From an optimization exercise on the open Yosys and OpenROAD flow, aimed at small area; shortcuts taken in it are not production practice.
In this exercise RTL edits were held to simulation tests only and were not proved equivalent to the original.
Power is estimated from default activity; no workload was simulated.

$ cat flow/config.mk
export PLATFORM = sky130hd
export DESIGN_NAME = mhi_ac_codec
export DESIGN_NICKNAME = mhi_ac_codec
export VERILOG_FILES = /design/flow/design.v
export SDC_FILE = /design/flow/constraint.sdc
export NUM_CORES = 4
export LEC_CHECK = 0
export ABC_AREA = 1
export CAP_MARGIN = 20
export CORE_MARGIN = 2
export CORE_UTILIZATION = 40
export SLEW_MARGIN = 20
$ cat flow/constraint.sdc
create_clock -name core_clock -period 20.0 [get_ports {clk}]
set_input_delay 4.0000 -clock core_clock [delete_from_list [all_inputs] [get_ports {clk}]]
set_output_delay 4.0000 -clock core_clock [all_outputs]
set_load 0.01 [all_outputs]
$ cat flow/design.v
module mhi_ac_codec #(
    parameter        P_CK_ORDER_LE = 0,            
    parameter [23:0] P_DL_HEADER   = 24'h000000    
) (
    input  wire        clk,
    input  wire        rst,
    input  wire        cmd_valid,
    input  wire [63:0] cmd,
    output reg         rsp_valid,
    output reg         rsp_ok,
    output wire [3:0]  rsp_err,
    output reg  [63:0] rsp_data
);
    localparam [3:0] E_OK          = 4'd0;
    localparam [3:0] E_ILLEGAL_OP  = 4'd1;
    localparam [3:0] E_RESERVED    = 4'd2;
    localparam [3:0] E_NO_INSTANCE = 4'd3;
    localparam [3:0] E_BAD_ENUM    = 4'd4;
    localparam [3:0] E_RANGE       = 4'd5;
    localparam [3:0] E_INDEX       = 4'd6;
    localparam [3:0] E_EXISTS      = 4'd7;
    localparam [2:0] K_ZERO   = 3'd0;
    localparam [2:0] K_COMMIT = 3'd1;    
    localparam [2:0] K_DLCK   = 3'd2;    
    localparam [2:0] K_READ   = 3'd3;    
    localparam [2:0] K_STATUS = 3'd4;    
    localparam [2:0] K_ULCK   = 3'd5;    
    localparam [2:0] K_PARAMS = 3'd6;    
    reg         inst, ulv;
    reg         dl_pw, dl_pf, dl_mf, dl_sw, dl_ff, dl_vf, dl_tb;
    reg  [2:0]  dl_mode;
    reg  [1:0]  dl_fan, dl_hv;
    reg  [5:0]  dl_sq;
    reg  [7:0]  dl_rt;
    reg         tx_h;
    reg         tx_pw, tx_pf, tx_mf, tx_sw, tx_ff, tx_vf, tx_tb;
    reg  [2:0]  tx_mode;
    reg  [1:0]  tx_fan, tx_hv;
    reg  [5:0]  tx_sq;
    reg  [7:0]  tx_rt;
    reg  [19:0][7:0] uls;
    reg  [12:0] uls_sum;
    reg         ul_pw, ul_nstale;
    reg  [2:0]  ul_mode, ul_hv;
    reg  [1:0]  ul_fan;
    reg  [6:0]  ul_sp, ul_rt;
    reg  [12:0] ul_ck;
    reg  [15:0] ul_tr;
    reg  [2:0]  rk;
    reg  [11:0] ro;
    reg  [2:0]  rerr;
    wire [7:0]  op      = cmd[7:0];
    wire [7:0]  sel     = cmd[15:8];
    wire [15:0] num     = cmd[31:16];
    wire [7:0]  val     = cmd[23:16];
    wire [5:0]  pres    = cmd[37:32];
    wire [3:0]  power_v = cmd[43:40];
    wire [3:0]  mode_v  = cmd[47:44];
    wire [3:0]  fan_v   = cmd[51:48];
    wire [3:0]  vvane_v = cmd[55:52];
    wire [3:0]  hvane_v = cmd[59:56];
    reg        legal;
    reg [63:0] rz;
    always @(*) begin
        legal = 1'b1;
        rz    = 64'h0;
        case (op)
            8'h00, 8'h01, 8'h02, 8'h16, 8'h18, 8'h21, 8'h22, 8'h30, 8'h31, 8'h32:
                rz = 64'hFFFFFFFFFFFFFF00;
            8'h10, 8'h11, 8'h14, 8'h15, 8'h17, 8'h23:
                rz = 64'hFFFFFFFFFFFF0000;
            8'h12, 8'h13:
                rz = 64'hFFFFFFFF0000FF00;
            8'h19:
                rz = 64'hF00000C00000FF00;
            8'h20:
                rz = 64'hFFFFFFFFFF000000;
            default:
                legal = 1'b0;
        endcase
    end
    wire        is_rt  = op[0] & op[1];
    wire [15:0] nu     = {~num[15], num[14:0]};    
    wire        sp_in  = (nu[15] & (nu[14] | (nu[13] | (nu[12] | (nu[11] | (nu[10] | (nu[9] & (nu[8] & (nu[7] & (nu[6] & (nu[5] & (nu[4] | (nu[3] & (nu[2] | (nu[1] | (nu[0] | 1'b1))))))))))))))))
                   & (~nu[15] | (~nu[14] & (~nu[13] & (~nu[12] & (~nu[11] | (~nu[10] | (~nu[9] & (~nu[8] & (~nu[7] & (~nu[6] & (~nu[5] & (~nu[4] | (~nu[3] | (~nu[2] | (~nu[1] & (~nu[0] & 1'b1))))))))))))))));
    wire        rt_in  = (nu[15] | (nu[14] & (nu[13] & (nu[12] & (nu[11] & (nu[10] | (nu[9] & (nu[8] | (nu[7] | (nu[6] | (nu[5] | (nu[4] | (nu[3] & (nu[2] | (nu[1] & (nu[0] & 1'b1))))))))))))))))
                   & (~nu[15] | (~nu[14] & (~nu[13] & (~nu[12] | (~nu[11] & (~nu[10] & (~nu[9] | (~nu[8] & (~nu[7] | (~nu[6] | (~nu[5] & (~nu[4] | (~nu[3] | (~nu[2] & (~nu[1] & (~nu[0] | 1'b1))))))))))))))));
    wire [1:0]  rt2    = {is_rt, is_rt};
    wire dva_s0 = num[0] ^ 1'b1;
    wire dva_k0 = num[0] & 1'b1;
    wire dva_s1 = num[1] ^ dva_k0;
    wire dva_k1 = num[1] & dva_k0;
    wire dva_s2 = num[2] ^ 1'b1 ^ rt2[0];
    wire dva_k2 = (num[2] & 1'b1) | (num[2] & rt2[0]) | (1'b1 & rt2[0]);
    wire dva_s3 = dva_k1 ^ dva_s2;
    wire dva_k3 = dva_k1 & dva_s2;
    wire dva_s4 = num[3] ^ rt2[1] ^ dva_k2;
    wire dva_k4 = (num[3] & rt2[1]) | (num[3] & dva_k2) | (rt2[1] & dva_k2);
    wire dva_s5 = dva_k3 ^ dva_s4;
    wire dva_k5 = dva_k3 & dva_s4;
    wire dva_s6 = num[4] ^ 1'b1 ^ dva_k4;
    wire dva_k6 = (num[4] & 1'b1) | (num[4] & dva_k4) | (1'b1 & dva_k4);
    wire dva_s7 = dva_k5 ^ dva_s6;
    wire dva_k7 = dva_k5 & dva_s6;
    wire dva_s8 = num[5] ^ 1'b1 ^ dva_k6;
    wire dva_k8 = (num[5] & 1'b1) | (num[5] & dva_k6) | (1'b1 & dva_k6);
    wire dva_s9 = dva_k7 ^ dva_s8;
    wire dva_k9 = dva_k7 & dva_s8;
    wire dva_s10 = num[6] ^ 1'b1 ^ dva_k8;
    wire dva_k10 = (num[6] & 1'b1) | (num[6] & dva_k8) | (1'b1 & dva_k8);
    wire dva_s11 = dva_k9 ^ dva_s10;
    wire dva_k11 = dva_k9 & dva_s10;
    wire dva_s12 = num[7] ^ 1'b1 ^ dva_k10;
    wire dva_k12 = (num[7] & 1'b1) | (num[7] & dva_k10) | (1'b1 & dva_k10);
    wire dva_s13 = dva_k11 ^ dva_s12;
    wire dva_k13 = dva_k11 & dva_s12;
    wire dva_s14 = num[8] ^ 1'b1 ^ dva_k12;
    wire dva_k14 = (num[8] & 1'b1) | (num[8] & dva_k12) | (1'b1 & dva_k12);
    wire dva_s15 = dva_k13 ^ dva_s14;
    wire dva_k15 = dva_k13 & dva_s14;
    wire dva_s16 = num[9] ^ dva_k14 ^ dva_k15;
    wire dva_k16 = (num[9] & dva_k14) | (num[9] & dva_k15) | (dva_k14 & dva_k15);
    wire dva_s17 = num[10] ^ 1'b1 ^ dva_k16;
    wire dva_k17 = (num[10] & 1'b1) | (num[10] & dva_k16) | (1'b1 & dva_k16);
    wire dva_s18 = num[11] ^ dva_k17;
    wire dva_k18 = num[11] & dva_k17;
    wire dva_s19 = num[12] ^ dva_k18;
    wire dva_k19 = num[12] & dva_k18;
    wire [12:0] ty = {dva_s19, dva_s18, dva_s17, dva_s16, dva_s15, dva_s13, dva_s11, dva_s9, dva_s7, dva_s5, dva_s3, dva_s1, dva_s0};
    wire [4:0]  tH     = ty[12:8];
    wire [7:0]  tL     = ty[7:0];
    wire dvb_s0 = tL[1] ^ tH[0];
    wire dvb_k0 = tL[1] & tH[0];
    wire dvb_s1 = tL[2] ^ tH[0] ^ tH[1];
    wire dvb_k1 = (tL[2] & tH[0]) | (tL[2] & tH[1]) | (tH[0] & tH[1]);
    wire dvb_s2 = dvb_k0 ^ dvb_s1;
    wire dvb_k2 = dvb_k0 & dvb_s1;
    wire dvb_s3 = tL[3] ^ tH[1] ^ tH[2];
    wire dvb_k3 = (tL[3] & tH[1]) | (tL[3] & tH[2]) | (tH[1] & tH[2]);
    wire dvb_s4 = dvb_k1 ^ dvb_k2 ^ dvb_s3;
    wire dvb_k4 = (dvb_k1 & dvb_k2) | (dvb_k1 & dvb_s3) | (dvb_k2 & dvb_s3);
    wire dvb_s5 = tL[4] ^ tH[2] ^ tH[3];
    wire dvb_k5 = (tL[4] & tH[2]) | (tL[4] & tH[3]) | (tH[2] & tH[3]);
    wire dvb_s6 = dvb_k3 ^ dvb_k4 ^ dvb_s5;
    wire dvb_k6 = (dvb_k3 & dvb_k4) | (dvb_k3 & dvb_s5) | (dvb_k4 & dvb_s5);
    wire dvb_s7 = tL[5] ^ tH[3] ^ tH[4];
    wire dvb_k7 = (tL[5] & tH[3]) | (tL[5] & tH[4]) | (tH[3] & tH[4]);
    wire dvb_s8 = dvb_k5 ^ dvb_k6 ^ dvb_s7;
    wire dvb_k8 = (dvb_k5 & dvb_k6) | (dvb_k5 & dvb_s7) | (dvb_k6 & dvb_s7);
    wire dvb_s9 = tL[6] ^ tH[4] ^ dvb_k7;
    wire dvb_k9 = (tL[6] & tH[4]) | (tL[6] & dvb_k7) | (tH[4] & dvb_k7);
    wire dvb_s10 = dvb_k8 ^ dvb_s9;
    wire dvb_k10 = dvb_k8 & dvb_s9;
    wire dvb_s11 = tL[7] ^ dvb_k9 ^ dvb_k10;
    wire dvb_k11 = (tL[7] & dvb_k9) | (tL[7] & dvb_k10) | (dvb_k9 & dvb_k10);
    wire [8:0] tu = {dvb_k11, dvb_s11, dvb_s10, dvb_s8, dvb_s6, dvb_s4, dvb_s2, dvb_s0, tL[0]};
    wire [3:0]  tU     = tu[8:5];
    wire [4:0]  tV     = tu[4:0];
    wire dvc_s0 = tV[0] ^ ~tU[0] ^ 1'b1;
    wire dvc_k0 = (tV[0] & ~tU[0]) | (tV[0] & 1'b1) | (~tU[0] & 1'b1);
    wire dvc_s1 = tV[1] ^ ~tU[1] ^ dvc_k0;
    wire dvc_k1 = (tV[1] & ~tU[1]) | (tV[1] & dvc_k0) | (~tU[1] & dvc_k0);
    wire dvc_s2 = tV[2] ^ ~tU[2] ^ dvc_k1;
    wire dvc_k2 = (tV[2] & ~tU[2]) | (tV[2] & dvc_k1) | (~tU[2] & dvc_k1);
    wire dvc_s3 = tU[0] ^ tV[3] ^ ~tU[3];
    wire dvc_k3 = (tU[0] & tV[3]) | (tU[0] & ~tU[3]) | (tV[3] & ~tU[3]);
    wire dvc_s4 = dvc_k2 ^ dvc_s3;
    wire dvc_k4 = dvc_k2 & dvc_s3;
    wire dvc_s5 = tU[1] ^ tV[4] ^ 1'b1;
    wire dvc_k5 = (tU[1] & tV[4]) | (tU[1] & 1'b1) | (tV[4] & 1'b1);
    wire dvc_s6 = dvc_k3 ^ dvc_k4 ^ dvc_s5;
    wire dvc_k6 = (dvc_k3 & dvc_k4) | (dvc_k3 & dvc_s5) | (dvc_k4 & dvc_s5);
    wire dvc_s7 = tU[2] ^ 1'b1 ^ dvc_k5;
    wire dvc_k7 = (tU[2] & 1'b1) | (tU[2] & dvc_k5) | (1'b1 & dvc_k5);
    wire dvc_s8 = dvc_k6 ^ dvc_s7;
    wire dvc_k8 = dvc_k6 & dvc_s7;
    wire dvc_s9 = tU[3] ^ 1'b1 ^ dvc_k7;
    wire dvc_k9 = (tU[3] & 1'b1) | (tU[3] & dvc_k7) | (1'b1 & dvc_k7);
    wire dvc_s10 = dvc_k8 ^ dvc_s9;
    wire dvc_k10 = dvc_k8 & dvc_s9;
    wire [6:0] tt = {dvc_s10, dvc_s8, dvc_s6, dvc_s4, dvc_s2, dvc_s1, dvc_s0};
    wire [2:0]  tk     = (tt >= 7'd100) ? 3'd4 : (tt >= 7'd75) ? 3'd3 :
                         (tt >= 7'd50)  ? 3'd2 : (tt >= 7'd25) ? 3'd1 : 3'd0;
    wire dvd_s0 = tU[0] ^ tk[0];
    wire dvd_k0 = tU[0] & tk[0];
    wire dvd_s1 = tH[0] ^ tU[1] ^ tk[1];
    wire dvd_k1 = (tH[0] & tU[1]) | (tH[0] & tk[1]) | (tU[1] & tk[1]);
    wire dvd_s2 = dvd_k0 ^ dvd_s1;
    wire dvd_k2 = dvd_k0 & dvd_s1;
    wire dvd_s3 = tH[1] ^ tU[2] ^ tk[2];
    wire dvd_k3 = (tH[1] & tU[2]) | (tH[1] & tk[2]) | (tU[2] & tk[2]);
    wire dvd_s4 = dvd_k1 ^ dvd_k2 ^ dvd_s3;
    wire dvd_k4 = (dvd_k1 & dvd_k2) | (dvd_k1 & dvd_s3) | (dvd_k2 & dvd_s3);
    wire dvd_s5 = tH[0] ^ tH[2] ^ tU[3];
    wire dvd_k5 = (tH[0] & tH[2]) | (tH[0] & tU[3]) | (tH[2] & tU[3]);
    wire dvd_s6 = dvd_k3 ^ dvd_k4 ^ dvd_s5;
    wire dvd_k6 = (dvd_k3 & dvd_k4) | (dvd_k3 & dvd_s5) | (dvd_k4 & dvd_s5);
    wire dvd_s7 = tH[1] ^ tH[3] ^ dvd_k5;
    wire dvd_k7 = (tH[1] & tH[3]) | (tH[1] & dvd_k5) | (tH[3] & dvd_k5);
    wire dvd_s8 = dvd_k6 ^ dvd_s7;
    wire dvd_k8 = dvd_k6 & dvd_s7;
    wire dvd_s9 = tH[2] ^ tH[4] ^ dvd_k7;
    wire dvd_k9 = (tH[2] & tH[4]) | (tH[2] & dvd_k7) | (tH[4] & dvd_k7);
    wire dvd_s10 = dvd_k8 ^ dvd_s9;
    wire dvd_k10 = dvd_k8 & dvd_s9;
    wire dvd_s11 = tH[3] ^ dvd_k9 ^ dvd_k10;
    wire dvd_k11 = (tH[3] & dvd_k9) | (tH[3] & dvd_k10) | (dvd_k9 & dvd_k10);
    wire dvd_s12 = tH[4] ^ dvd_k11;
    wire dvd_k12 = tH[4] & dvd_k11;
    wire [7:0] td = {dvd_s12, dvd_s11, dvd_s10, dvd_s8, dvd_s6, dvd_s4, dvd_s2, dvd_s0};
    wire [5:0]  sq_new = td[6:1] - 6'd30;
    reg  [3:0] err_n;
    reg  [2:0] rk_n;
    reg  [5:0] okb;
    reg        do_create, do_destroy, do_write, do_commit, do_snap;
    reg        w_pw, w_mode, w_sp, w_rt, w_fan, w_turbo, w_vf, w_sw, w_hv;
    reg        v_pw;
    reg  [2:0] v_mode;
    reg  [1:0] v_fan, v_hv;
    always @(*) begin
        err_n = E_OK;
        rk_n  = K_ZERO;
        okb   = 6'd0;
        do_create = 1'b0; do_destroy = 1'b0; do_write = 1'b0;
        do_commit = 1'b0; do_snap = 1'b0;
        w_pw = 1'b0; w_mode = 1'b0; w_sp = 1'b0; w_rt = 1'b0; w_fan = 1'b0;
        w_turbo = 1'b0; w_vf = 1'b0; w_sw = 1'b0; w_hv = 1'b0;
        v_pw   = sel[0];
        v_mode = sel[2:0];
        v_fan  = sel[1:0];
        v_hv   = sel[1:0];
        if (!legal) begin
            err_n = E_ILLEGAL_OP;
        end else if ((cmd & rz) != 64'd0) begin
            err_n = E_RESERVED;
        end else if (op != 8'h00 && op != 8'h01 && !inst) begin
            err_n = E_NO_INSTANCE;
        end else begin
            case (op)
                8'h01: if (inst) err_n = E_EXISTS; else do_create = 1'b1;
                8'h02: do_destroy = 1'b1;
                8'h10: if (sel > 8'd1) err_n = E_BAD_ENUM; else w_pw = 1'b1;
                8'h11: if (sel > 8'd4) err_n = E_BAD_ENUM; else w_mode = 1'b1;
                8'h12: if (!sp_in) err_n = E_RANGE; else w_sp = 1'b1;
                8'h13: if (!rt_in) err_n = E_RANGE; else w_rt = 1'b1;
                8'h14: begin
                    if (sel > 8'd3)       err_n = E_BAD_ENUM;
                    else if (sel == 8'd3) w_turbo = 1'b1;
                    else                  w_fan = 1'b1;
                end
                8'h15: if (sel > 8'd6) err_n = E_BAD_ENUM; else w_vf = 1'b1;
                8'h16, 8'h18: w_sw = 1'b1;
                8'h17: begin
                    if (sel > 8'd3) err_n = E_BAD_ENUM;
                    else begin w_hv = 1'b1; w_vf = 1'b1; end
                end
                8'h19: begin
                    rk_n   = K_PARAMS;
                    v_pw   = power_v[0];
                    v_mode = mode_v[2:0];
                    v_fan  = fan_v[1:0];
                    v_hv   = hvane_v[1:0];
                    if (pres[0]) begin
                        if (power_v <= 4'd1) begin w_pw = 1'b1; okb[0] = 1'b1; end
                        else if (err_n == E_OK) err_n = E_BAD_ENUM;
                    end
                    if (pres[1]) begin
                        if (mode_v <= 4'd4) begin w_mode = 1'b1; okb[1] = 1'b1; end
                        else if (err_n == E_OK) err_n = E_BAD_ENUM;
                    end
                    if (pres[2]) begin
                        if (sp_in) begin w_sp = 1'b1; okb[2] = 1'b1; end
                        else if (err_n == E_OK) err_n = E_RANGE;
                    end
                    if (pres[3]) begin
                        if (fan_v <= 4'd3) begin
                            if (fan_v == 4'd3) w_turbo = 1'b1;
                            else               w_fan = 1'b1;
                            okb[3] = 1'b1;
                        end else if (err_n == E_OK) err_n = E_BAD_ENUM;
                    end
                    if (pres[4]) begin
                        if (vvane_v <= 4'd7) begin
                            if (vvane_v == 4'd7) w_sw = 1'b1;
                            else                 w_vf = 1'b1;
                            okb[4] = 1'b1;
                        end else if (err_n == E_OK) err_n = E_BAD_ENUM;
                    end
                    if (pres[5]) begin
                        if (hvane_v <= 4'd4) begin
                            if (hvane_v == 4'd4) w_sw = 1'b1;
                            else begin w_hv = 1'b1; w_vf = 1'b1; end
                            okb[5] = 1'b1;
                        end else if (err_n == E_OK) err_n = E_BAD_ENUM;
                    end
                end
                8'h20: if (sel > 8'd19) err_n = E_INDEX; else do_write = 1'b1;
                8'h21: begin do_commit = 1'b1; rk_n = K_COMMIT; end
                8'h22: begin do_snap = 1'b1; rk_n = K_DLCK; end
                8'h23: if (sel > 8'd19) err_n = E_INDEX; else rk_n = K_READ;
                8'h30: rk_n = K_STATUS;
                8'h31: rk_n = K_DLCK;
                8'h32: rk_n = K_ULCK;
                default: ;
            endcase
        end
        if (err_n != E_OK && rk_n != K_PARAMS) rk_n = K_ZERO;
    end
    wire acc = cmd_valid & ~rst;
    wire clr = rst | (cmd_valid & (do_create | do_destroy));
    always @(posedge clk) begin
        if (rst) begin
            rsp_valid <= 1'b0;
            rsp_ok    <= 1'b0;
            rerr      <= 3'd0;
            rk        <= K_ZERO;
            ro        <= 12'd0;
        end else if (cmd_valid) begin
            rsp_valid <= 1'b1;
            rsp_ok    <= (err_n == E_OK);
            rerr      <= err_n[2:0];
            rk        <= rk_n;
            ro        <= (rk_n == K_PARAMS) ? {pres, okb} : {7'd0, sel[4:0]};
        end else begin
            rsp_valid <= 1'b0;
        end
    end
    always @(posedge clk) begin
        if (rst) inst <= 1'b0;
        else if (cmd_valid & do_create) inst <= 1'b1;
        else if (cmd_valid & do_destroy) inst <= 1'b0;
    end
    always @(posedge clk) begin
        if (clr) begin
            dl_pw <= 1'b0; dl_pf <= 1'b0; dl_mf <= 1'b0; dl_sw <= 1'b0;
            dl_ff <= 1'b0; dl_vf <= 1'b0; dl_tb <= 1'b0;
            dl_mode <= 3'd0; dl_fan <= 2'd0; dl_hv <= 2'd0;
            dl_sq <= 6'd0; dl_rt <= 8'd0;
        end else if (acc) begin
            if (w_pw)    begin dl_pw <= v_pw; dl_pf <= 1'b1; end
            if (w_mode)  begin dl_mode <= v_mode; dl_mf <= 1'b1; end
            if (w_sp)    dl_sq <= sq_new;
            if (w_rt)    dl_rt <= td;
            if (w_fan)   begin dl_fan <= v_fan; dl_ff <= 1'b1; end
            if (w_turbo) dl_tb <= 1'b1;
            if (w_vf)    dl_vf <= 1'b1;
            if (w_sw)    dl_sw <= 1'b1;
            if (w_hv)    dl_hv <= v_hv;
        end
    end
    always @(posedge clk) begin
        if (clr) begin
            tx_h <= 1'b0;
            tx_pw <= 1'b0; tx_pf <= 1'b0; tx_mf <= 1'b0; tx_sw <= 1'b0;
            tx_ff <= 1'b0; tx_vf <= 1'b0; tx_tb <= 1'b0;
            tx_mode <= 3'd0; tx_fan <= 2'd0; tx_hv <= 2'd0;
            tx_sq <= 6'd0; tx_rt <= 8'd0;
        end else if (acc & do_snap) begin
            tx_h <= 1'b1;
            tx_pw <= dl_pw; tx_pf <= dl_pf; tx_mf <= dl_mf; tx_sw <= dl_sw;
            tx_ff <= dl_ff; tx_vf <= dl_vf; tx_tb <= dl_tb;
            tx_mode <= dl_mode; tx_fan <= dl_fan; tx_hv <= dl_hv;
            tx_sq <= dl_sq; tx_rt <= dl_rt;
        end
    end
    wire [7:0] uls_wv = clr ? 8'd0 : val;
    wire [19:0] sel_hot;
    reg  [7:0]  uls_old;
    genvar g;
    generate
        for (g = 0; g < 20; g = g + 1) begin : g_uls
            assign sel_hot[g] = (sel[4:0] == g);
            wire we = clr | (acc & do_write & sel_hot[g]);
            always @(posedge clk)
                if (we) uls[g] <= uls_wv;
        end
    endgenerate
    integer j;
    always @(*) begin
        uls_old = 8'd0;
        for (j = 0; j < 18; j = j + 1)
            uls_old = uls_old | (uls[j] & {8{sel_hot[j]}});
    end
    wire us_s0 = uls_sum[0] ^ val[0] ^ ~uls_old[0];
    wire us_k0 = (uls_sum[0] & val[0]) | (uls_sum[0] & ~uls_old[0]) | (val[0] & ~uls_old[0]);
    wire us_s1 = 1'b1 ^ us_s0;
    wire us_k1 = 1'b1 & us_s0;
    wire us_s2 = uls_sum[1] ^ val[1] ^ ~uls_old[1];
    wire us_k2 = (uls_sum[1] & val[1]) | (uls_sum[1] & ~uls_old[1]) | (val[1] & ~uls_old[1]);
    wire us_s3 = us_k0 ^ us_k1 ^ us_s2;
    wire us_k3 = (us_k0 & us_k1) | (us_k0 & us_s2) | (us_k1 & us_s2);
    wire us_s4 = uls_sum[2] ^ val[2] ^ ~uls_old[2];
    wire us_k4 = (uls_sum[2] & val[2]) | (uls_sum[2] & ~uls_old[2]) | (val[2] & ~uls_old[2]);
    wire us_s5 = us_k2 ^ us_k3 ^ us_s4;
    wire us_k5 = (us_k2 & us_k3) | (us_k2 & us_s4) | (us_k3 & us_s4);
    wire us_s6 = uls_sum[3] ^ val[3] ^ ~uls_old[3];
    wire us_k6 = (uls_sum[3] & val[3]) | (uls_sum[3] & ~uls_old[3]) | (val[3] & ~uls_old[3]);
    wire us_s7 = us_k4 ^ us_k5 ^ us_s6;
    wire us_k7 = (us_k4 & us_k5) | (us_k4 & us_s6) | (us_k5 & us_s6);
    wire us_s8 = uls_sum[4] ^ val[4] ^ ~uls_old[4];
    wire us_k8 = (uls_sum[4] & val[4]) | (uls_sum[4] & ~uls_old[4]) | (val[4] & ~uls_old[4]);
    wire us_s9 = us_k6 ^ us_k7 ^ us_s8;
    wire us_k9 = (us_k6 & us_k7) | (us_k6 & us_s8) | (us_k7 & us_s8);
    wire us_s10 = uls_sum[5] ^ val[5] ^ ~uls_old[5];
    wire us_k10 = (uls_sum[5] & val[5]) | (uls_sum[5] & ~uls_old[5]) | (val[5] & ~uls_old[5]);
    wire us_s11 = us_k8 ^ us_k9 ^ us_s10;
    wire us_k11 = (us_k8 & us_k9) | (us_k8 & us_s10) | (us_k9 & us_s10);
    wire us_s12 = uls_sum[6] ^ val[6] ^ ~uls_old[6];
    wire us_k12 = (uls_sum[6] & val[6]) | (uls_sum[6] & ~uls_old[6]) | (val[6] & ~uls_old[6]);
    wire us_s13 = us_k10 ^ us_k11 ^ us_s12;
    wire us_k13 = (us_k10 & us_k11) | (us_k10 & us_s12) | (us_k11 & us_s12);
    wire us_s14 = uls_sum[7] ^ val[7] ^ ~uls_old[7];
    wire us_k14 = (uls_sum[7] & val[7]) | (uls_sum[7] & ~uls_old[7]) | (val[7] & ~uls_old[7]);
    wire us_s15 = us_k12 ^ us_k13 ^ us_s14;
    wire us_k15 = (us_k12 & us_k13) | (us_k12 & us_s14) | (us_k13 & us_s14);
    wire us_s16 = uls_sum[8] ^ 1'b1 ^ us_k14;
    wire us_k16 = (uls_sum[8] & 1'b1) | (uls_sum[8] & us_k14) | (1'b1 & us_k14);
    wire us_s17 = us_k15 ^ us_s16;
    wire us_k17 = us_k15 & us_s16;
    wire us_s18 = uls_sum[9] ^ 1'b1 ^ us_k16;
    wire us_k18 = (uls_sum[9] & 1'b1) | (uls_sum[9] & us_k16) | (1'b1 & us_k16);
    wire us_s19 = us_k17 ^ us_s18;
    wire us_k19 = us_k17 & us_s18;
    wire us_s20 = uls_sum[10] ^ 1'b1 ^ us_k18;
    wire us_k20 = (uls_sum[10] & 1'b1) | (uls_sum[10] & us_k18) | (1'b1 & us_k18);
    wire us_s21 = us_k19 ^ us_s20;
    wire us_k21 = us_k19 & us_s20;
    wire us_s22 = uls_sum[11] ^ 1'b1 ^ us_k20;
    wire us_k22 = (uls_sum[11] & 1'b1) | (uls_sum[11] & us_k20) | (1'b1 & us_k20);
    wire us_s23 = us_k21 ^ us_s22;
    wire us_k23 = us_k21 & us_s22;
    wire us_s24 = uls_sum[12] ^ 1'b1 ^ us_k22;
    wire us_k24 = (uls_sum[12] & 1'b1) | (uls_sum[12] & us_k22) | (1'b1 & us_k22);
    wire us_s25 = us_k23 ^ us_s24;
    wire us_k25 = us_k23 & us_s24;
    wire [12:0] uls_sum_n = {us_s25, us_s23, us_s21, us_s19, us_s17, us_s15, us_s13, us_s11, us_s9, us_s7, us_s5, us_s3, us_s1};
    always @(posedge clk) begin
        if (clr) uls_sum <= 13'd0;
        else if (acc & do_write & ~sel_hot[18] & ~sel_hot[19])
            uls_sum <= uls_sum_n;
    end
    wire [7:0] s0 = uls[3];
    wire [7:0] s1 = uls[4];
    wire [7:0] s2 = uls[5];
    wire [7:0] s3 = uls[6];
    wire [7:0] s6 = uls[9];
    always @(posedge clk) begin
        if (clr) begin
            ulv <= 1'b0;
            ul_pw <= 1'b0; ul_nstale <= 1'b0;
            ul_mode <= 3'd0; ul_hv <= 3'd0; ul_fan <= 2'd0;
            ul_sp <= 7'd0; ul_rt <= 7'd0;
            ul_ck <= 13'd0; ul_tr <= 16'd0;
        end else if (acc & do_commit) begin
            ulv       <= 1'b1;
            ul_pw     <= s0[0];
            ul_nstale <= s0[7] | s1[7];
            ul_mode   <= (s0[4:2] <= 3'd4) ? s0[4:2] : 3'd0;
            ul_fan    <= s6[6] ? 2'd3 : ((s1[1:0] == 2'd3) ? 2'd1 : s1[1:0]);
            ul_hv     <= s0[6] ? 3'd4 : {1'b0, s1[5:4]};
            ul_sp     <= {s2[7], s2[5:0]};
            ul_rt     <= s3[6:0];
            ul_ck     <= uls_sum;
            ul_tr     <= P_CK_ORDER_LE ? {uls[19], uls[18]} : {uls[18], uls[19]};
        end
    end
    assign rsp_err = {1'b0, rerr};
    wire        ck_ok_ul = ({3'd0, ul_ck} == ul_tr);
    wire        use_tx = (rk == K_READ);
    wire        c_pw   = use_tx ? tx_pw   : dl_pw;
    wire        c_pf   = use_tx ? tx_pf   : dl_pf;
    wire        c_mf   = use_tx ? tx_mf   : dl_mf;
    wire        c_sw   = use_tx ? tx_sw   : dl_sw;
    wire        c_ff   = use_tx ? tx_ff   : dl_ff;
    wire        c_vf   = use_tx ? tx_vf   : dl_vf;
    wire        c_tb   = use_tx ? tx_tb   : dl_tb;
    wire [2:0]  c_mode = use_tx ? tx_mode : dl_mode;
    wire [1:0]  c_fan  = use_tx ? tx_fan  : dl_fan;
    wire [1:0]  c_hv   = use_tx ? tx_hv   : dl_hv;
    wire [5:0]  c_sq   = use_tx ? tx_sq   : dl_sq;
    wire [7:0]  c_rt   = use_tx ? tx_rt   : dl_rt;
    wire        c_inst = use_tx ? tx_h : inst;
    wire [7:0]  c_d0 = {c_sw, c_sw, c_mf, c_mode, c_pf, c_pw};
    wire [7:0]  c_d1 = {c_vf, 1'b0, c_hv, c_ff, 1'b0, c_fan};
    wire [7:0]  c_d2 = {|c_sq, 1'b0, c_sq};
    wire [7:0]  c_d6 = {3'd0, c_tb, 4'd0};
    wire [10:0] ck_hdr = c_inst ? (P_DL_HEADER[23:16] + P_DL_HEADER[15:8] + P_DL_HEADER[7:0]) : 11'd0;
    wire        c_w = |c_sq;
    wire ck_s0 = c_pw ^ c_fan[0] ^ c_sq[0];
    wire ck_k0 = (c_pw & c_fan[0]) | (c_pw & c_sq[0]) | (c_fan[0] & c_sq[0]);
    wire ck_s1 = c_rt[0] ^ ck_s0;
    wire ck_k1 = c_rt[0] & ck_s0;
    wire ck_s2 = c_pf ^ c_fan[1] ^ c_sq[1];
    wire ck_k2 = (c_pf & c_fan[1]) | (c_pf & c_sq[1]) | (c_fan[1] & c_sq[1]);
    wire ck_s3 = c_rt[1] ^ ck_k0 ^ ck_k1;
    wire ck_k3 = (c_rt[1] & ck_k0) | (c_rt[1] & ck_k1) | (ck_k0 & ck_k1);
    wire ck_s4 = ck_s2 ^ ck_s3;
    wire ck_k4 = ck_s2 & ck_s3;
    wire ck_s5 = c_mode[0] ^ c_sq[2] ^ c_rt[2];
    wire ck_k5 = (c_mode[0] & c_sq[2]) | (c_mode[0] & c_rt[2]) | (c_sq[2] & c_rt[2]);
    wire ck_s6 = ck_k2 ^ ck_k3 ^ ck_k4;
    wire ck_k6 = (ck_k2 & ck_k3) | (ck_k2 & ck_k4) | (ck_k3 & ck_k4);
    wire ck_s7 = ck_s5 ^ ck_s6;
    wire ck_k7 = ck_s5 & ck_s6;
    wire ck_s8 = c_mode[1] ^ c_ff ^ c_sq[3];
    wire ck_k8 = (c_mode[1] & c_ff) | (c_mode[1] & c_sq[3]) | (c_ff & c_sq[3]);
    wire ck_s9 = c_rt[3] ^ ck_k5 ^ ck_k6;
    wire ck_k9 = (c_rt[3] & ck_k5) | (c_rt[3] & ck_k6) | (ck_k5 & ck_k6);
    wire ck_s10 = ck_k7 ^ ck_s8 ^ ck_s9;
    wire ck_k10 = (ck_k7 & ck_s8) | (ck_k7 & ck_s9) | (ck_s8 & ck_s9);
    wire ck_s11 = c_mode[2] ^ c_hv[0] ^ c_sq[4];
    wire ck_k11 = (c_mode[2] & c_hv[0]) | (c_mode[2] & c_sq[4]) | (c_hv[0] & c_sq[4]);
    wire ck_s12 = c_rt[4] ^ c_tb ^ ck_k8;
    wire ck_k12 = (c_rt[4] & c_tb) | (c_rt[4] & ck_k8) | (c_tb & ck_k8);
    wire ck_s13 = ck_k9 ^ ck_k10 ^ ck_s11;
    wire ck_k13 = (ck_k9 & ck_k10) | (ck_k9 & ck_s11) | (ck_k10 & ck_s11);
    wire ck_s14 = ck_s12 ^ ck_s13;
    wire ck_k14 = ck_s12 & ck_s13;
    wire ck_s15 = c_mf ^ c_hv[1] ^ c_sq[5];
    wire ck_k15 = (c_mf & c_hv[1]) | (c_mf & c_sq[5]) | (c_hv[1] & c_sq[5]);
    wire ck_s16 = c_rt[5] ^ ck_k11 ^ ck_k12;
    wire ck_k16 = (c_rt[5] & ck_k11) | (c_rt[5] & ck_k12) | (ck_k11 & ck_k12);
    wire ck_s17 = ck_k13 ^ ck_k14 ^ ck_s15;
    wire ck_k17 = (ck_k13 & ck_k14) | (ck_k13 & ck_s15) | (ck_k14 & ck_s15);
    wire ck_s18 = ck_s16 ^ ck_s17;
    wire ck_k18 = ck_s16 & ck_s17;
    wire ck_s19 = c_sw ^ c_rt[6] ^ ck_k15;
    wire ck_k19 = (c_sw & c_rt[6]) | (c_sw & ck_k15) | (c_rt[6] & ck_k15);
    wire ck_s20 = ck_k16 ^ ck_k17 ^ ck_k18;
    wire ck_k20 = (ck_k16 & ck_k17) | (ck_k16 & ck_k18) | (ck_k17 & ck_k18);
    wire ck_s21 = ck_s19 ^ ck_s20;
    wire ck_k21 = ck_s19 & ck_s20;
    wire ck_s22 = c_sw ^ c_vf ^ c_w;
    wire ck_k22 = (c_sw & c_vf) | (c_sw & c_w) | (c_vf & c_w);
    wire ck_s23 = c_rt[7] ^ ck_k19 ^ ck_k20;
    wire ck_k23 = (c_rt[7] & ck_k19) | (c_rt[7] & ck_k20) | (ck_k19 & ck_k20);
    wire ck_s24 = ck_k21 ^ ck_s22 ^ ck_s23;
    wire ck_k24 = (ck_k21 & ck_s22) | (ck_k21 & ck_s23) | (ck_s22 & ck_s23);
    wire ck_s25 = ck_k22 ^ ck_k23 ^ ck_k24;
    wire ck_k25 = (ck_k22 & ck_k23) | (ck_k22 & ck_k24) | (ck_k23 & ck_k24);
    wire [9:0] ck_base = {ck_k25, ck_s25, ck_s24, ck_s21, ck_s18, ck_s14, ck_s10, ck_s7, ck_s4, ck_s1};
    wire [10:0] ck = {1'b0, ck_base} + ck_hdr;
    wire [15:0] ck16 = {5'd0, ck};
    wire [7:0]  hdr0 = tx_h ? P_DL_HEADER[23:16] : 8'd0;
    wire [7:0]  hdr1 = tx_h ? P_DL_HEADER[15:8]  : 8'd0;
    wire [7:0]  hdr2 = tx_h ? P_DL_HEADER[7:0]   : 8'd0;
    reg  [7:0]  txb;
    always @(*) begin
        case (ro[4:0])
            5'd0:  txb = hdr0;
            5'd1:  txb = hdr1;
            5'd2:  txb = hdr2;
            5'd3:  txb = {tx_sw, tx_sw, tx_mf, tx_mode, tx_pf, tx_pw};
            5'd4:  txb = {tx_vf, 1'b0, tx_hv, tx_ff, 1'b0, tx_fan};
            5'd5:  txb = {|tx_sq, 1'b0, tx_sq};
            5'd6:  txb = tx_rt;
            5'd9:  txb = {3'd0, tx_tb, 4'd0};
            5'd18: txb = P_CK_ORDER_LE ? ck16[7:0] : ck16[15:8];
            5'd19: txb = P_CK_ORDER_LE ? ck16[15:8] : ck16[7:0];
            default: txb = 8'd0;
        endcase
    end
    wire [7:0] dec_rt = {1'b0, ul_rt} - 8'd61;
    wire [63:0] status_word = {
        24'd0, ulv, 4'd0, 1'b1, ck_ok_ul, ~ul_nstale,
        dec_rt, ul_sp[6], 1'b0, ul_sp[5:0],
        1'b0, ul_hv, 4'd0, 1'b0, ul_fan, ul_mode, ul_pw, ul_pw
    };
    always @(*) begin
        case (rk)
            K_COMMIT: rsp_data = {63'd0, ck_ok_ul};
            K_DLCK:   rsp_data = {48'd0, ck16};
            K_READ:   rsp_data = {56'd0, txb};
            K_STATUS: rsp_data = status_word;
            K_ULCK:   rsp_data = {31'd0, ck_ok_ul, ul_tr, 3'd0, ul_ck};
            K_PARAMS: rsp_data = {50'd0, ro[11:6], 2'b00, ro[5:0]};
            default:  rsp_data = 64'd0;
        endcase
    end
endmodule
$ cat flow/run.sh
#!/bin/bash
# synth_recipe.tcl (not shown) runs the flow's synth.tcl, then flattens the netlist and writes it again
# the make line also repeats each setting of config.mk as NAME=value (left out here)
make -C /OpenROAD-flow-scripts/flow DESIGN_CONFIG=/design/flow/config.mk WORK_HOME=/design/flow/orfs CLKGATE_MAP_FILE= SYNTH_SCRIPT=/design/flow/synth_recipe.tcl finish
==> impl_metrics.yaml, run 1 <==
timing:
  tightest_slew_ps: 1169
  layout_worst_path_cycle_share: 0.7262
  slew-limit-headroom: 0.2198
  sum_of_negative_setup_slack_ps: 0
  timing.final.crit_period_ps: 14520
  achievable-frequency_mhz: 68.85
  setup_viol: 0
  hold_viol_final: 0
  rsz0062_at_grt: "no"
  fin_skew_ps: 23.76
  final_max_slew_viol_count: 0
  final.hold.worst_slack_ps: 455.3
setup_path:
  end_of_the_critical_path: "dl_sq[5]$_SDFFE_PP0P_"
  cp.required_ps: 20460
  cp_slowest_stage_delay_ps: 710
  worst-path-buf-inv: 10
  startpoint: "cmd[1]"
  timing.rr.start: "uls[24]$_DFFE_PP_"
  cp_common_cell: "sky130_fd_sc_hd__ha_1"
  critical_path_cell_count: 44
  crit_path_start_kind: "input pin"
  critPathMaxFanout: 5
  slowest_cp_cell: "sky130_fd_sc_hd__o311ai_0"
  crit_path_kind: "in2reg"
  timing.rr.end: "uls_sum[12]$_SDFFE_PP0P_"
  reg2reg_depth: 20
  worst-endpoint-arrival_ps: 14990
  worst-r2r-setup-slack_ps: 13860
  setup.worst_path.end_class: "flop"
  cp_top_family: "adder cells"
global_routing:
  grt_pass1_vias: 13290
  global_route.usage.total: 0.2342
  final_global_route_overflow_total: 0
  grt_antenna_before_repair: 1
  grt_start_max_net_pins: 82
  grt_pass1_wl_mm: 77.97
power:
  worst_voltage_drop_across_the_vdd_grid_uv: 137.3
  share_comb_of_total_power: 0.317
  power_switching_uw: 639.6
  seq_power_share: 0.351
  p_clk_frac: 0.331
  power-per-cell-area_nw_per_um2: 102.4
  intPower_uw: 1346
  power.share.switching: 0.3221
  leakage_uw: 0.007772
synth:
  synth.cell_area_um2: 16690
  synth_flop_cell: "sky130_fd_sc_hd__edfxtp_1"
  register_area_share_after_synthesis: 0.4607
  synth_compound_area_frac: 0.09860
  synth_mux_area_frac: 0
  postSynthRegisterBits: 304
  synth_top_family_by_area: "simple AND/OR/NAND/NOR gates"
  synth_simple_gate_area_share: 0.2353
  post_synth_num_cell_types: 54
  synth_edf_count: 160
  synth_async_sr_flop_share: 0
  synthAdderAreaFrac: 0.1066
  ys_warn_count: 1
  cells_after_synthesis: 2018
  yosys.area_share.xor_xnor: 0.007873
  post_synthesis_mean_instance_area_um2: 8.269
final_layout:
  syn2layout_area_growth_pct: 16.27
  nNetsFinal: 2294
  layout.cells.most_common: "sky130_fd_sc_hd__nand2_1"
  final_core_utilization: 0.4730
  layout-drive-gt1-share: 0.05035
  layout_common_cells: "515 x sky130_fd_sc_hd__nand2_1, 261 x sky130_fd_sc_hd__inv_1, 221 x sky130_fd_sc_hd__nor2_1"
place:
  place.gp.congestion: 0.9282
  dp_hpwl_mm: 38.58
  port-buffer-count: 106
clock_network:
  cts.reportedPaths.clkPinSlew_ps: 60
  h-tree-depth: 2
  cts_tree: "done"
  cts_buffers: 34
  clk_root_buffer_cell: "sky130_fd_sc_hd__clkbuf_16"
  cts.repair.resized: 0
  cts_hold_repair_buffers: 0
  insertion_delay_ps: 540
  ctsLongestPathBuffers: 3
  tritoncts_num_sinks: 304
  cts_post_setup_buffers_inserted: 0
routing:
  post_route_ant_nets: 0
  route.detailed.wl_per_inst_um: 19.13
  finalWirelength_mm: 51.24
  drt_drc_violations_left: 0
  vias_per_cell: 5.272
  first_iter_violations: 1273
  num_vias: 14120
  dr.pass1.iters: 5
floorplanning:
  chipWidth_um: 208.3
  core-area_um2: 41020
  boundaryPins: 137
  floorplan.die.height_um: 208.3
  die_area_um2: 43370
  row_count: 74
  start_util: 0.4068
job:
  cap_viol_max_count: 0
run_status:
  outcome: "no timing/DRC/antenna violations"
min_path:
  holdCritPathClass: "reg2reg"
## final cells by class
class	count	area, µm²
Clock inverter	17	188.9
Sequential cell	304	7687
Antenna cell	1	2.502
Multi-Input combinational cell	1383	7646
Fill cell	3986	21610
Tap cell	532	665.6
Timing Repair Buffer	121	1174
Clock buffer	45	1006
Inverter	275	1032
## worst min path at each step
| stage | startpoint | endpoint | slack, ps | cells after the start |
|---|---|---|---|---|
| 2_1_floorplan | ro[10]$_SDFFE_PP0P_ | ro[10]$_SDFFE_PP0P_ | 430 | 2 |
| 3_3_place_gp | ulv$_SDFFE_PP0P_ | ulv$_SDFFE_PP0P_ | 440 | 2 |
| 3_5_place_dp | ro[10]$_SDFFE_PP0P_ | ro[10]$_SDFFE_PP0P_ | 450 | 2 |
| 4_1_cts | ro[6]$_SDFFE_PP0P_ | ro[6]$_SDFFE_PP0P_ | 460 | 2 |
| 5_1_grt | ul_sp[2]$_SDFFE_PP0P_ | ul_sp[2]$_SDFFE_PP0P_ | 480 | 2 |
| 6_report | ulv$_SDFFE_PP0P_ | ulv$_SDFFE_PP0P_ | 460 | 2 |
## cells in the mapped netlist (9+ instances only)
| master | count | share of area |
|---|---|---|
| sky130_fd_sc_hd__inv_1 | 261 | 0.059 |
| sky130_fd_sc_hd__o21ai_0 | 98 | 0.029 |
| sky130_fd_sc_hd__nand3_1 | 114 | 0.034 |
| sky130_fd_sc_hd__edfxtp_1 | 160 | 0.29 |
| sky130_fd_sc_hd__fa_1 | 57 | 0.068 |
| sky130_fd_sc_hd__buf_4 | 32 | 0.014 |
| sky130_fd_sc_hd__a221oi_1 | 15 | 0.0079 |
| sky130_fd_sc_hd__buf_2 | 28 | 0.0084 |
| sky130_fd_sc_hd__dfxtp_1 | 144 | 0.17 |
| sky130_fd_sc_hd__nand2_1 | 515 | 0.12 |
| sky130_fd_sc_hd__inv_2 | 11 | 0.0025 |
| sky130_fd_sc_hd__o22ai_1 | 21 | 0.0079 |
| sky130_fd_sc_hd__nor2_1 | 226 | 0.051 |
| sky130_fd_sc_hd__ha_1 | 51 | 0.038 |
| sky130_fd_sc_hd__nand4_1 | 35 | 0.013 |
| sky130_fd_sc_hd__nor3_1 | 27 | 0.0081 |
| sky130_fd_sc_hd__clkbuf_1 | 22 | 0.0049 |
| sky130_fd_sc_hd__xnor2_1 | 9 | 0.0047 |
| sky130_fd_sc_hd__a21oi_1 | 100 | 0.030 |
## state kept, by name (all words and copies together), names as in the netlist, 3 cells and up
name / cells
uls_sum: 13
ul_mode: 3
rerr: 3
tx_sq: 6
ul_tr: 16
dl_mode: 3
ul_hv: 3
ul_sp: 7
ro: 12
dl_rt: 8
tx_rt: 8
ul_rt: 7
ul_ck: 13
rk: 3
uls: 160
dl_sq: 6
tx_mode: 3
## power by group through the flow
stage | registers, µW | clock network (µW) | logic, µW
after detailed placement | 710 | 0 | 630
after global routing | 699 | 691 | 725
after CTS | 697 | 669 | 634
final | 697 | 658 | 630
after global placement | 710 | 0 | 613
after floorplan | 706 | 0 | 464
## cells by family after synthesis
group | count (synthesis)
buffers and inverters | 360
and+or+nand+nor | 946
xor gates and xnor gates | 15
other | 1
adders and majority gates | 108
AOI/OAI and AO/OA | 284
DFF | 304
## per-stage QoR
stage | cell area (µm²) | std cells | setup WS [ps] | power [µW]
6_report | 19400 | 2678 | 5475 | 1986
4_1_cts | 19380 | 2677 | 5443 | 2001
3_5_place_dp | 18190 | 2615 | 4880 | 1341
5_1_grt | 19400 | 2678 | 4889 | 2115
2_1_floorplan | 16800 | 2047 | 6330 | 1170
3_3_place_gp | 18190 | 2615 | 5154 | 1323
## routing by layer
metal | part of all wire | global-route usage | wire, µm
met1 | 0.45 | 0.3291 | 23030
met3 | 0.086 | 0.05751 | 4392
met2 | 0.43 | 0.3523 | 22270
met5 | 0 | 0 | 0
met4 | 0.030 | 0.07938 | 1544
## worst register-to-register path, stage by stage (launching register included)
cell                       delay, ps
sky130_fd_sc_hd__edfxtp_1        460
sky130_fd_sc_hd__a221oi_1        420
sky130_fd_sc_hd__nand4_1         210
sky130_fd_sc_hd__nor4b_1         670
sky130_fd_sc_hd__fa_1            340
sky130_fd_sc_hd__fa_1            180
sky130_fd_sc_hd__inv_1            50
sky130_fd_sc_hd__fa_1            420
sky130_fd_sc_hd__fa_1            430
sky130_fd_sc_hd__fa_1            430
sky130_fd_sc_hd__fa_1            450
sky130_fd_sc_hd__fa_1            460
sky130_fd_sc_hd__fa_1            480
sky130_fd_sc_hd__inv_1            90
sky130_fd_sc_hd__ha_1            150
sky130_fd_sc_hd__ha_1            150
sky130_fd_sc_hd__ha_1            140
sky130_fd_sc_hd__ha_1            160
sky130_fd_sc_hd__xnor2_1         140
sky130_fd_sc_hd__nand2_1          80
sky130_fd_sc_hd__a21oi_1         150
==> run 2, diff against run 1 <==
==> flow/flow/run.sh (new file) <==
#!/bin/bash
# Own layout flow: the standard layout (standard.sh), with
#  - an area-oriented ABC script for the combinational logic (synth.tcl
#    swaps it in for the -script that synth.tcl passes to abc; registers,
#    names and everything else are the standard synthesis's),
#  - port buffers of the smallest buffer cell.
# Each tool's output goes to logs under orfs/logs/ (ORFS) and the make log here.
set -euo pipefail
W=$(cd "$(dirname "${BASH_SOURCE[0]}")/.." && pwd)
export OWN_ABC_SCRIPT="$W/flow/abc_area.script"
export OWN_WORK="$W"
export BUFFER_PORTS_ARGS="-buffer_cell sky130_fd_sc_hd__buf_1"
bash "$W/standard.sh" SYNTH_SCRIPT="$W/flow/synth.tcl" finish > "$W/flow_make.log" 2>&1
==> flow/flow/abc_area.script (new file) <==
strash
&get -n
&deepsyn -T 30
&dch -f
&nf -a -R 1000
&put
topo
dnsize -c
==> flow/flow/synth.tcl (new file) <==
# The standard synthesis (synth_recipe.tcl), with abc given this flow's
# area script in place of ORFS's.
proc abc {args} {
  set i [lsearch -exact $args -script]
  if {$i >= 0} { lset args [expr {$i + 1}] $::env(OWN_ABC_SCRIPT) }
  yosys abc {*}$args
}
source [file join $::env(OWN_WORK) synth_recipe.tcl]
==> flow/standard.sh (new file) <==
#!/bin/bash
# synth_recipe.tcl (not shown) runs the flow's synth.tcl, then flattens the netlist and writes it again
# the make line also repeats each setting of config.mk as NAME=value (left out here)
make -C /OpenROAD-flow-scripts/flow DESIGN_CONFIG=/design/flow/config.mk WORK_HOME=/design/flow/orfs CLKGATE_MAP_FILE= SYNTH_SCRIPT=/design/flow/synth_recipe.tcl "${@:-finish}"
--- a/flow/config.mk
+++ b/flow/config.mk
@@ -9,4 +9,5 @@
 export CAP_MARGIN = 20
 export CORE_MARGIN = 2
 export CORE_UTILIZATION = 40
+export CTS_BUF_LIST = sky130_fd_sc_hd__clkbuf_4
 export SLEW_MARGIN = 20
removed: flow/run.sh
==> run 2 against run 1 <==
  * Combinational power up 2%
  * Power decreased by 5.6%
  * First-iteration DRC count fell by 3.3%
  * Sequential power barely moved
  * Flip-flop and latch count is the same
  * Critical path type unchanged
  * Largest cell class unchanged
  * Highest routed layer unchanged
==> impl_metrics.yaml, run 2 <==
routing:
  dr.pass1.iters: 8
  post_route_ant_nets: 0
  finalWirelength_mm: 44.98
  vias_per_cell: 5.694
  route.detailed.wl_per_inst_um: 21.81
  drt_drc_violations_left: 0
  num_vias: 11740
  first_iter_violations: 1231
setup_path:
  worst-r2r-setup-slack_ps: 13850
  timing.rr.end: "uls_sum[12]$_SDFFE_PP0P_"
  cp_top_family: "adder cells"
  cp_common_cell: "sky130_fd_sc_hd__ha_1"
  reg2reg_depth: 22
  crit_path_kind: "in2reg"
  critical_path_cell_count: 44
  end_of_the_critical_path: "dl_sq[5]$_SDFFE_PP0P_"
  timing.rr.start: "uls[1]$_DFFE_PP_"
  worst-endpoint-arrival_ps: 14850
  setup.worst_path.end_class: "flop"
  worst-path-buf-inv: 9
  cp_slowest_stage_delay_ps: 630
  cp.required_ps: 20670
  critPathMaxFanout: 8
  startpoint: "cmd[1]"
  slowest_cp_cell: "sky130_fd_sc_hd__fa_1"
  crit_path_start_kind: "input pin"
synth:
  yosysTopAreaCell: "sky130_fd_sc_hd__edfxtp_1"
  synth_compound_area_frac: 0.1585
  ys_warn_count: 1
  post_synthesis_mean_instance_area_um2: 11.12
  post_synth_num_cell_types: 58
  synth_mux_area_frac: 0.01160
  synth_edf_count: 160
  postSynthRegisterBits: 304
  synth_top_family_by_area: "compound AO/OA/AOI/OAI gates"
  synth.top_cells.by_count: "182 x sky130_fd_sc_hd__nand2_1, 160 x sky130_fd_sc_hd__edfxtp_1, 144 x sky130_fd_sc_hd__dfxtp_1"
  synth.cell_area_um2: 14670
  synth_flop_cell: "sky130_fd_sc_hd__edfxtp_1"
  synth_area_leaders: "sky130_fd_sc_hd__edfxtp_1 33%, sky130_fd_sc_hd__dfxtp_1 20%, sky130_fd_sc_hd__fa_1 7.8%"
  synth_async_sr_flop_share: 0
  cells_after_synthesis: 1319
  synth.most_common_cell: "sky130_fd_sc_hd__nand2_1"
  synth_simple_gate_area_share: 0.1299
  register_area_share_after_synthesis: 0.5242
  netlist.area_leader.share: 0.3276
  yosys.area_share.xor_xnor: 0.01015
  synthAdderAreaFrac: 0.1213
floorplanning:
  die_area_um2: 38210
  row_count: 70
  core-area_um2: 36350
  boundaryPins: 137
  start_util: 0.4035
  chipWidth_um: 195.5
  floorplan.die.height_um: 195.5
final_layout:
  reg_top3: "uls x160, ul_tr x16"
  filler_cell_count: 3422
  largest_register: "uls"
  largest_register_ffs: 160
  nNetsFinal: 1710
  layout-drive-gt1-share: 0.1011
  layout.cells.most_common: "sky130_fd_sc_hd__nand2_1"
  layout_common_cells: "182 x sky130_fd_sc_hd__nand2_1, 160 x sky130_fd_sc_hd__edfxtp_1, 144 x sky130_fd_sc_hd__dfxtp_1"
  syn2layout_area_growth_pct: 14.69
global_routing:
  grt_antenna_before_repair: 2
  final_global_route_overflow_total: 0
  grt_pass1_wl_mm: 67.82
  global_route.usage.total: 0.2363
  grt_start_max_net_pins: 39
  grt_pass1_vias: 11400
clock_network:
  tritoncts_num_sinks: 304
  cts_tree: "done"
  cts_post_setup_buffers_inserted: 0
  clk_root_buffer_cell: "sky130_fd_sc_hd__clkbuf_4"
  h-tree-depth: 3
  ctsLongestPathBuffers: 3
  cts.repair.resized: 0
  insertion_delay_ps: 750
  cts.reportedPaths.clkPinSlew_ps: 70
  cts_hold_repair_buffers: 0
  cts_buffers: 79
timing:
  achievable-frequency_mhz: 70.54
  setup_viol: 0
  sum_of_negative_setup_slack_ps: 0
  layout_worst_path_cycle_share: 0.7088
  final_max_slew_viol_count: 0
  slew-limit-headroom: 0.2651
  timing.final.crit_period_ps: 14180
  tightest_slew_ps: 1093
  rsz0062_at_grt: "no"
  hold_viol_final: 0
  fin_skew_ps: 63.09
job:
  cap_viol_max_count: 0
run_status:
  outcome: "no timing/DRC/antenna violations"
power:
  totalPowerFinal_uw: 1874
  power-per-cell-area_nw_per_um2: 111.4
  leakage_uw: 0.006383
  worst_voltage_drop_across_the_vdd_grid_uv: 153.9
place:
  place.gp.congestion: 0.9130
  port-buffer-count: 106
  dp_hpwl_mm: 32.69
min_path:
  holdCritPathClass: "reg2reg"
run 2: cell count changes after synthesis, moves of 22 or more:
cell / delta
sky130_fd_sc_hd__a21oi_1: -69
sky130_fd_sc_hd__nor2_1: -127
sky130_fd_sc_hd__clkinv_1: +109
sky130_fd_sc_hd__a222oi_1: +40
sky130_fd_sc_hd__a22oi_1: +23
sky130_fd_sc_hd__o21ai_0: -37
sky130_fd_sc_hd__nand3_1: -81
sky130_fd_sc_hd__nand2_1: -333
sky130_fd_sc_hd__clkbuf_1: -22
sky130_fd_sc_hd__inv_1: -261
sky130_fd_sc_hd__a22o_1: +90
sky130_fd_sc_hd__buf_2: -28
run 2: through the flow:
stage                     instance area, µm²    util  hold WS (ps)  std cells  setup WS [ps]
after floorplan                        14770       -         421.7       1348           6062
after global placement                 15780  0.4341         435.4       1920           5321
after detailed placement               15820  0.4351         436.0       1922           5053
after CTS                              16810  0.4625         423.6       2060           5841
after global routing                   16820  0.4628         425.8       2062           5158
final                                  16820  0.4628         431.6       2062           5824
run 2: cells by family after synthesis:
group	count (synthesis)
compound gates	308
xor+xnor	17
fa+ha+maj	108
buf+inv	142
flops	304
mux	17
other cells	1
simple gates	422
run 2: worst min path at each step:
stage,start,endpoint,slack (ps),cells past startpoint
2_1_floorplan,ul_fan[0]$_SDFFE_PP0P_,ul_fan[0]$_SDFFE_PP0P_,420,2
3_3_place_gp,rsp_ok$_SDFFE_PP0P_,rsp_ok$_SDFFE_PP0P_,440,2
3_5_place_dp,rsp_ok$_SDFFE_PP0P_,rsp_ok$_SDFFE_PP0P_,440,2
4_1_cts,uls[155]$_DFFE_PP_,ul_tr[3]$_SDFFE_PP0P_,420,1
5_1_grt,uls[158]$_DFFE_PP_,ul_tr[6]$_SDFFE_PP0P_,430,1
6_report,uls[158]$_DFFE_PP_,ul_tr[6]$_SDFFE_PP0P_,430,1
run 2: where the power goes:
part	switching, µW	internal (µW)
Sequential	11.7	687
Clock	255	280
Combinational	368	272
Total	635	1240
run 2: final cells by class:
class                           instances  area (µm²)  share of cell area
Clock inverter                         21       116.4            0.006918
Timing Repair Buffer                  136       643.1             0.03824
Inverter                              112       420.4             0.02499
Multi-Input combinational cell        902        6484              0.3855
Sequential cell                       304        7687              0.4570
Tap cell                              468       585.6             0.03481
Clock buffer                          117       878.3             0.05222
Antenna cell                            2       5.005           0.0002976
run 2: layer usage:
| layer | track usage | share of wire |
|---|---|---|
| met1 | 0.3117 | 0.42 |
| met2 | 0.3770 | 0.46 |
| met3 | 0.05130 | 0.082 |
| met4 | 0.1007 | 0.033 |
| met5 | 0 | 0 |
==> run 3, diff against run 2 <==
--- a/flow/config.mk
+++ b/flow/config.mk
@@ -9,5 +9,5 @@
 export CAP_MARGIN = 20
 export CORE_MARGIN = 2
 export CORE_UTILIZATION = 40
-export CTS_BUF_LIST = sky130_fd_sc_hd__clkbuf_4
+export CTS_BUF_LIST = sky130_fd_sc_hd__clkbuf_8
 export SLEW_MARGIN = 20
==> run 3 against run 2 <==
  * Still clean on timing, DRC and antenna
  * Routed wire length is 1.2% lower
  * Setup slack lost 180 ps
  * Cell area down 0.44%
  * Sequential power about the same
  * Critical path depth is the same
  * Hold slack gained 17 ps
  * First-iteration DRC count is 17% higher
==> impl_metrics.yaml, run 3 <==
run_status:
  outcome: "no timing/DRC/antenna violations"
power:
  power-per-cell-area_nw_per_um2: 110.5
  totalPowerFinal_uw: 1851
  leakage_uw: 0.006338
  worst_voltage_drop_across_the_vdd_grid_uv: 156.1
final_layout:
  largest_register: "uls"
  nNetsFinal: 1681
  layout-drive-gt1-share: 0.06481
  layout_common_cells: "182 x sky130_fd_sc_hd__nand2_1, 160 x sky130_fd_sc_hd__edfxtp_1, 144 x sky130_fd_sc_hd__dfxtp_1"
  total_area_of_multi_input_combinational_cells_um2: 6484
  reg_top3: "uls x160, ul_tr x16"
  ff_latch_area_um2: 7687
  largest_register_ffs: 160
  syn2layout_area_growth_pct: 14.19
  filler_cell_count: 3386
  antenna_cells: 0
  layout.cells.most_common: "sky130_fd_sc_hd__nand2_1"
setup_path:
  slowest_cp_cell: "sky130_fd_sc_hd__fa_1"
  critPathMaxFanout: 8
  worst-endpoint-arrival_ps: 14860
  crit_path_start_kind: "input pin"
  cp_slowest_stage_delay_ps: 620
  setup.worst_path.end_class: "flop"
  cp_common_cell: "sky130_fd_sc_hd__ha_1"
  crit_path_kind: "in2reg"
  cp.required_ps: 20500
floorplanning:
  floorplan.die.height_um: 195.5
  row_count: 70
  chipWidth_um: 195.5
  boundaryPins: 137
  die_area_um2: 38210
  start_util: 0.4035
  core-area_um2: 36350
routing:
  route.detailed.wl_per_inst_um: 22.09
  vias_per_cell: 5.703
  num_vias: 11470
  dr.pass1.iters: 10
  finalWirelength_mm: 44.42
  post_route_ant_nets: 0
  first_iter_violations: 1442
  drt_drc_violations_left: 0
place:
  dp_hpwl_mm: 32.69
  port-buffer-count: 106
  place.gp.congestion: 0.9130
synth:
  synth_async_sr_flop_share: 0
  postSynthRegisterBits: 304
  synth.cell_area_um2: 14670
  synth.top_cells.by_count: "182 x sky130_fd_sc_hd__nand2_1, 160 x sky130_fd_sc_hd__edfxtp_1, 144 x sky130_fd_sc_hd__dfxtp_1"
  post_synthesis_mean_instance_area_um2: 11.12
  netlist.area_leader.share: 0.3276
  yosysTopAreaCell: "sky130_fd_sc_hd__edfxtp_1"
  synth.most_common_cell: "sky130_fd_sc_hd__nand2_1"
  post_synth_num_cell_types: 58
  synth_edf_count: 160
  register_area_share_after_synthesis: 0.5242
  synth_flop_cell: "sky130_fd_sc_hd__edfxtp_1"
  ys_warn_count: 1
  cells_after_synthesis: 1319
  synth_area_leaders: "sky130_fd_sc_hd__edfxtp_1 33%, sky130_fd_sc_hd__dfxtp_1 20%, sky130_fd_sc_hd__fa_1 7.8%"
timing:
  slew-limit-headroom: 0.2358
  achievable-frequency_mhz: 69.66
  timing.final.crit_period_ps: 14360
  rsz0062_at_grt: "no"
  fin_skew_ps: 46.10
  final_max_slew_viol_count: 0
  tightest_slew_ps: 1143
  sum_of_negative_setup_slack_ps: 0
  layout_worst_path_cycle_share: 0.7178
  hold_viol_final: 0
  setup_viol: 0
clock_network:
  cts.repair.resized: 0
  cts_post_setup_buffers_inserted: 0
  cts_tree: "done"
  cts_hold_repair_buffers: 0
  cts.reportedPaths.clkPinSlew_ps: 60
  cts_buffers: 50
  ctsLongestPathBuffers: 3
  tritoncts_num_sinks: 304
  h-tree-depth: 2
  clk_root_buffer_cell: "sky130_fd_sc_hd__clkbuf_8"
  insertion_delay_ps: 620
global_routing:
  grt_pass1_vias: 11060
  grt_antenna_before_repair: 0
  grt_pass1_wl_mm: 66.76
  grtUsageMet1: 0.3129
  grt.busiest_layer: "met2"
  global_route.usage.total: 0.2312
  met3_global_route_usage: 0.03903
  grt_start_max_net_pins: 39
  grtUsageMet2: 0.3762
  final_global_route_overflow_total: 0
job:
  cap_viol_max_count: 0
min_path:
  holdCritPathClass: "reg2reg"
run 3: per-layer routing:
metal,wire length (µm),share of wire
met1,18760,0.42
met2,20760,0.47
met3,3608,0.081
met4,1299,0.029
met5,0,0
run 3: worst max-delay path: cells and delay by family:
kind,cells,cell delay [ps]
compound gates,4,740
fa+ha+maj,27,8470
xor+xnor,3,610
buf+inv,9,910
simple gates,1,110
run 3: final timing paths:
check                                          from                        to  slack, ps  cells past startpoint
worst max-delay path                         cmd[1]     dl_sq[5]$_SDFFE_PP0P_       5640                     44
worst min-delay path            rsp_ok$_SDFFE_PP0P_       rsp_ok$_SDFFE_PP0P_        450                      2
worst max register to register     uls[1]$_DFFE_PP_  uls_sum[12]$_SDFFE_PP0P_      13870                     22
worst min register to register  rsp_ok$_SDFFE_PP0P_       rsp_ok$_SDFFE_PP0P_        450                      2
run 3: report_power, final:
part,switching (µW),internal (µW)
registers,11.5,687
logic,370,273
clock network,249,260
run 3: area by class of cell:
type,instances,area share
clock buffer,53,0.04356
clock inverter,36,0.01173
inverter,112,0.02510
multi-input combinational,902,0.3872
sequential,304,0.4591
tap,468,0.03497
timing repair buffer,136,0.03840
run 3: cells by family after synthesis:
| logic type | count (synthesis) | share of synthesized area |
|---|---|---|
| and+or+nand+nor | 422 | 0.1299 |
| AOI/OAI and AO/OA | 308 | 0.1585 |
| DFF | 304 | 0.5242 |
| buffers and inverters | 142 | 0.04402 |
| adders and majority gates | 108 | 0.1213 |
| xor gates and xnor gates | 17 | 0.01015 |
| muxes | 17 | 0.01160 |
| other | 1 | 0.0002557 |
run 3: stage by stage:
stage	setup slack [ps]	utilization	std cells	instance area, µm²	hold WS, ps
2_1_floorplan	6062	-	1348	14770	421.7
3_3_place_gp	5321	0.4341	1920	15780	435.4
3_5_place_dp	5053	0.4351	1922	15820	436.0
4_1_cts	5632	0.4606	2011	16740	446.1
5_1_grt	4932	0.4607	2011	16750	470.2
6_report	5644	0.4607	2011	16750	448.9

## static timing again, ports no longer ideal
The flow's constraints put no driver on any port. The routed layouts listed below were extracted and timed again, unchanged, in two steps.
Step 1 (the two cells are an assumption about what drives the block):
set clk [get_ports {clk}]
set_driving_cell -lib_cell sky130_fd_sc_hd__clkbuf_16 $clk
set_driving_cell -lib_cell sky130_fd_sc_hd__buf_2 [delete_from_list [all_inputs] $clk]
Step 2 also shifts input and output timing later by t, the mid clock arrival at the registers, as if the neighbouring blocks saw the same clock.
Slacks: ideal / step 1 / step 2; pairs: ideal / step 1.
| run | t (ns) | setup WS [ns] | worst setup path after step 2 | clock arrival spread, ns |
|---|---|---|---|---|
| run 1 | 0.577 | 5.475 / 5.502 / 4.925 | input to register | 0.025 / 0.024 |
| run 2 | 0.778 | 5.824 / 5.854 / 5.076 | input to register | 0.070 / 0.070 |
| run 3 | 0.649 | 5.644 / 5.675 / 5.026 | input to register | 0.050 / 0.050 |
After both steps every run listed still meets setup and hold. For run 2, which loses most, drivers alone change the setup slack by +0.030 ns; drivers and shift together by -0.748 ns.
